From an optimization exercise on the open Yosys and OpenROAD flow, aimed at small area, a short achievable clock period and few clock cycles; shortcuts taken in it are not production practice.
Only simulation tests tie the RTL to the original design; equivalence was not proved.
Power is estimated from default activity; no workload was simulated.

build 65:
## sfr_top
module sfr_top (
    input  wire        clk,
    input  wire        rst,
    input  wire        evt_valid,
    input  wire [31:0] evt_data,
    output wire        evt_ready,
    output wire        rec_valid,
    output reg  [2:0]  rec_port,
    output reg         rec_last,
    output reg  [7:0]  rec_data,
    output wire [15:0] status,
    output wire [31:0] config_word,
    output wire [31:0] baud_word,
    output wire [31:0] stage_word
);
For scale: roughly 3100 cells after synthesis, ~1200 flip-flops, roughly 160 I/O pins, about 51000 um2 of cells after synthesis.
export LEC_CHECK = 0
export CAP_MARGIN = 20
export CORE_MARGIN = 2
export CORE_UTILIZATION = 60
export SETUP_SLACK_MARGIN = 5
export SLEW_MARGIN = 20
create_clock -name core_clock -period 10.0 [get_ports {clk}]
run.sh (not shown) runs the stock make flow with config.mk's settings and CLKGATE_MAP_FILE= SYNTH_SCRIPT=/design/flow/synth_recipe.tcl, a recipe that flattens the netlist after the stock synthesis.
Build 65 ran to completion and came out clean on the timing, design-rule and antenna checks.
Testbench counts of build 65, summed over its fixed seeds: cycles 88,023.
Input changes introduced in build 91 (baseline for comparison: build 65):
# build 65
export LEC_CHECK = 0
export CAP_MARGIN = 20
export CORE_MARGIN = 2
export CORE_UTILIZATION = 60
export SETUP_SLACK_MARGIN = 5
export SLEW_MARGIN = 20
create_clock -name core_clock -period 10.0 [get_ports {clk}]
# build 91
export LEC_CHECK = 0
export CAP_MARGIN = 20
export CORE_MARGIN = 2
export CORE_UTILIZATION = 50
export SLEW_MARGIN = 20
create_clock -name core_clock -period 10.0 [get_ports {clk}]
==> flow/flow/run.sh (new file) <==
#!/bin/bash
set -euo pipefail
MARGIN=${MARGIN:-7.0}
TNS=${TNS:-10}
bash standard.sh SETUP_SLACK_MARGIN=$MARGIN TNS_END_PERCENT=$TNS MATCH_CELL_FOOTPRINT=0 \
  "BUFFER_PORTS_ARGS=-buffer_cell sky130_fd_sc_hd__buf_4" finish > flow_make.log 2>&1
==> flow/standard.sh (new file) <==
#!/bin/bash
# synth_recipe.tcl (not shown) runs the flow's synth.tcl, then flattens the netlist and writes it again
# the make line also repeats each setting of config.mk as NAME=value (left out here)
make -C /OpenROAD-flow-scripts/flow DESIGN_CONFIG=/design/flow/config.mk WORK_HOME=/design/flow/orfs CLKGATE_MAP_FILE= SYNTH_SCRIPT=/design/flow/synth_recipe.tcl "${@:-finish}"
removed: flow/run.sh
## What came out
Build 65 has lower transition time at the pin with the least slew margin than build 91. Build 91 reports a higher detailed-route via count than build 65 does. Compared with build 65, in build 91 utilization went down by 9.2 points, non-clock buffer count climbed 40%, post-route worst setup slack up 1.05 ns, leakage component of the power shows an increase of 5.3%.
> inputs changed (build 91 -> build 42)
# build 91
export LEC_CHECK = 0
export CAP_MARGIN = 20
export CORE_MARGIN = 2
export CORE_UTILIZATION = 50
export SLEW_MARGIN = 20
create_clock -name core_clock -period 10.0 [get_ports {clk}]
# build 42
export LEC_CHECK = 0
export CAP_MARGIN = 20
export CORE_MARGIN = 2
export CORE_UTILIZATION = 60
export SLEW_MARGIN = 20
create_clock -name core_clock -period 10.0 [get_ports {clk}]
==> flow/flow/run.sh <==
#!/bin/bash
set -euo pipefail
MARGIN=${MARGIN:-6.6}
TNS=${TNS:-10}
bash standard.sh SETUP_SLACK_MARGIN=$MARGIN TNS_END_PERCENT=$TNS finish > flow_make.log 2>&1
==> comparison <==
No stage failed in build 42, and the final checks on the layout all came back clean. The buffer count from post-CTS setup fixing number comes out higher for build 42 vs build 91. The die width of build 42 is lower than that of build 91. Global-route usage, build 42 and build 91, higher one = build 42. Placement-stage worst setup slack: build 42 vs build 91 down 0.33 ns. From build 91 to build 42 the numbers moved as follows: worst setup slack after layout went down; cts-stage hold buffer count now sits at about the same level; met3 wire length increased by 1400 um relative to the old numbers; final weighted congestion in routability-driven placement picked up an extra about 6%; non-filler instance count after layout fell by about 5%.

---

## south
Another version of the RTL of sfr_top (not shown whole).
Size in the first run: roughly 3200 cells after synthesis, ~160 I/O pins, ~51000 sq um of cells after synthesis.
clock: 10.0 ns
lec_check: 0
abc_clock_period_in_ps: 3000
cap_margin: 20
core_margin: 2
core_utilization: 40
setup_slack_margin: 5
slew_margin: 20
Stock flow here: none of the scripts above is used.
south: done, clean on timing, DRC and antenna
Testbench counts of south, summed over its fixed seeds: cycles 88,023.
Setup changes, south to west
- SETUP_SLACK_MARGIN removed (was 5)
- ABC_CLOCK_PERIOD_IN_PS removed (was 3000)
### Flow results
Diff west..south | synthesized netlist cell count | unchanged
west | status: complete | timing, DRC, antenna: pass
Total wirelength of the detailed-routed design | west below south
Diff south..west | count of buffers from port buffering | unchanged

---

sfr_top, a different RTL version from the one above (not shown whole).
For scale: roughly 3,000 cells after synthesis, ~1,200 flip-flops, about 0.050 mm² of cells after synthesis.
==> flow/config.mk <==
export PLATFORM = sky130hd
export DESIGN_NAME = sfr_top
export DESIGN_NICKNAME = sfr_top
export VERILOG_FILES = /design/flow/design.v
export SDC_FILE = /design/flow/constraint.sdc
export NUM_CORES = 4
export LEC_CHECK = 0
export CAP_MARGIN = 20
export CORE_MARGIN = 2
export CORE_UTILIZATION = 40
export SLEW_MARGIN = 20
==> flow/constraint.sdc <==
create_clock -name core_clock -period 10.0 [get_ports {clk}]
set_input_delay 2.0000 -clock core_clock [delete_from_list [all_inputs] [get_ports {clk}]]
set_output_delay 2.0000 -clock core_clock [all_outputs]
set_load 0.01 [all_outputs]
standard.sh (not shown) runs the stock make flow with config.mk's settings and CLKGATE_MAP_FILE= SYNTH_SCRIPT=/design/flow/synth_recipe.tcl, a recipe that flattens the netlist after the stock synthesis.
==> flow/flow/run.sh <==
#!/bin/bash
# Own layout flow: the standard ORFS flow (standard.sh) with these changes to how
# the layout is optimised (the design, clock period and constraints are unchanged):
#  - the port buffers are plain buffers (buf_2) instead of the delay cell buffer_ports
#    picks by default;
#  - the sizer may change a cell's footprint (MATCH_CELL_FOOTPRINT 0);
#  - clock tree synthesis adds no dummy loads and uses clkbuf_16 with up to 26 sinks per leaf buffer;
set -euo pipefail
MARGIN=${MARGIN:-7.0}
TNS=${TNS:-10}
bash standard.sh SETUP_SLACK_MARGIN=$MARGIN TNS_END_PERCENT=$TNS MATCH_CELL_FOOTPRINT=0 \
  "BUFFER_PORTS_ARGS=-buffer_cell sky130_fd_sc_hd__buf_2" \
  "CTS_ARGS=-sink_clustering_enable -repair_clock_nets -dont_use_dummy_load -sink_clustering_size 26 -sink_clustering_max_diameter 80 -buf_list sky130_fd_sc_hd__clkbuf_16" \
  finish > flow_make.log 2>&1
Testbench counts at the start, summed over its fixed seeds: cycles 88,023.
==> next run, changes <==
==> flow/flow/run.sh (replaced) <==
#!/bin/bash
# Own layout flow: the standard ORFS flow (standard.sh) with these changes to how
# the layout is optimised (the design, clock period and constraints are unchanged):
#  - the port buffers are plain buffers (buf_2) instead of the delay cell buffer_ports
#    picks by default;
#  - the sizer may change a cell's footprint (MATCH_CELL_FOOTPRINT 0);
#  - clock tree synthesis adds no dummy loads and uses clkbuf_16 with up to 22 sinks per leaf buffer;
set -euo pipefail
MARGIN=${MARGIN:-7.0}
TNS=${TNS:-10}
bash standard.sh SETUP_SLACK_MARGIN=$MARGIN TNS_END_PERCENT=$TNS MATCH_CELL_FOOTPRINT=0 \
  "BUFFER_PORTS_ARGS=-buffer_cell sky130_fd_sc_hd__buf_2" \
  "CTS_ARGS=-sink_clustering_enable -repair_clock_nets -dont_use_dummy_load -sink_clustering_size 22 -sink_clustering_max_diameter 100 -buf_list sky130_fd_sc_hd__clkbuf_16" \
  finish > flow_make.log 2>&1
Settings changed: CORE_UTILIZATION 40 to 50.
=> The new run finished clean. Non-clock buffer count climbs by 14. Maximum frequency climbs by 4.0%. Clock skew drops by 0.029 ns.
==> next run, changes <==
==> flow/flow/run.sh (replaced) <==
#!/bin/bash
# Own layout flow: the standard ORFS flow (standard.sh) with these changes to how
# the layout is optimised (the design, clock period and constraints are unchanged):
#  - the port buffers are plain buffers (buf_2) instead of the delay cell buffer_ports
#    picks by default;
#  - the sizer may change a cell's footprint (MATCH_CELL_FOOTPRINT 0);
#  - clock tree synthesis adds no dummy loads and uses clkbuf_8 below a clkbuf_16 root;
set -euo pipefail
MARGIN=${MARGIN:-7.0}
TNS=${TNS:-10}
bash standard.sh SETUP_SLACK_MARGIN=$MARGIN TNS_END_PERCENT=$TNS MATCH_CELL_FOOTPRINT=0 \
  "BUFFER_PORTS_ARGS=-buffer_cell sky130_fd_sc_hd__buf_2" \
  "CTS_ARGS=-sink_clustering_enable -repair_clock_nets -dont_use_dummy_load -root_buf sky130_fd_sc_hd__clkbuf_16 -buf_list sky130_fd_sc_hd__clkbuf_8" \
  finish > flow_make.log 2>&1
After rerunning:
- sequential share of layout area came out lower by 1.4 points
- wire length came out higher by 1.7%
- clock skew came out higher by 0.020 ns
- cell area came out higher by 2.3%
- clock power came out higher by 31%
- hold slack is worse by 0.030 ns
- area after synthesis does not change
- worst setup slack is better by 0.044 ns
==> next run, changes <==
==> flow/flow/run.sh (replaced) <==
#!/bin/bash
# Own layout flow: the standard ORFS flow (standard.sh) with these changes to how
# the layout is optimised (the design, clock period and constraints are unchanged):
#  - the port buffers are plain buffers (buf_2) instead of the delay cell buffer_ports
#    picks by default;
#  - the sizer may change a cell's footprint (MATCH_CELL_FOOTPRINT 0);
#  - clock tree synthesis adds no dummy loads and uses clkbuf_16 with up to 26 sinks per leaf buffer;
set -euo pipefail
MARGIN=${MARGIN:-7.0}
TNS=${TNS:-3}
bash standard.sh SETUP_SLACK_MARGIN=$MARGIN TNS_END_PERCENT=$TNS MATCH_CELL_FOOTPRINT=0 \
  "BUFFER_PORTS_ARGS=-buffer_cell sky130_fd_sc_hd__buf_2" \
  "CTS_ARGS=-sink_clustering_enable -repair_clock_nets -dont_use_dummy_load -sink_clustering_size 26 -sink_clustering_max_diameter 80 -buf_list sky130_fd_sc_hd__clkbuf_16" \
  finish > flow_make.log 2>&1
Effect:
- The new run completed with no timing, DRC or antenna violations
- first-iteration DRC count climbs by 2.5%
- setup slack loses 0.017 ns
- wire length drops by 0.32%
- utilization drops by 1.1 points
- flip-flop and latch count stays the same
- cell area drops by 2.0%
- sequential power stays flat
- register-to-register slack loses 0.10 ns
- via count drops by 1.7%
- clock-buffer cell count drops by 134
- combinational power climbs by 11%

==> port drivers added, routing unchanged <==
The flow's constraints put no driver on any port. The routed layouts listed below were extracted and timed again, unchanged, in two steps. Step 1 sets driving cells, clkbuf_16 on the clock port and buf_2 on the other inputs (assumed; they add their load-dependent delay and slew). Step 2, shift: input delay + t, output delay - t, t = (earliest + latest rising clock arrival at the registers) / 2. This alone moves slack from input paths to output paths. a / b / c = ideal / step 1 / step 2; a / b = the first two.
run	t (ns)	slack for setup (ns)	hold WS [ns]	clock arrival spread, ns
build 65	0.750	5.236 / 5.282 / 4.532	0.426 / 0.426 / 0.426	0.075 / 0.075
build 91	0.790	6.282 / 6.136 / 5.346	0.429 / 0.429 / 0.429	0.035 / 0.035
build 42	0.750	6.168 / 6.155 / 5.405	0.429 / 0.429 / 0.429	0.071 / 0.071
south	0.805	5.018 / 5.018 / 4.800	0.408 / 0.408 / 0.408	0.068 / 0.068
west	0.782	3.932 / 3.932 / 3.932	0.434 / 0.434 / 0.434	0.042 / 0.042
the first run of note 3	0.734	6.097 / 6.000 / 5.266	0.407 / 0.407 / 0.407	0.080 / 0.080
the second run of note 3	0.730	6.247 / 6.104 / 5.374	0.427 / 0.427 / 0.427	0.075 / 0.075
the third run of note 3	0.763	6.291 / 6.164 / 5.401	0.397 / 0.397 / 0.397	0.079 / 0.078
the fourth run of note 3	0.740	6.274 / 6.151 / 5.410	0.447 / 0.447 / 0.447	0.056 / 0.057
After both steps setup and hold are still met in every run listed. For build 91, which loses most, drivers alone change the setup slack by -0.146 ns; drivers and shift together by -0.936 ns.
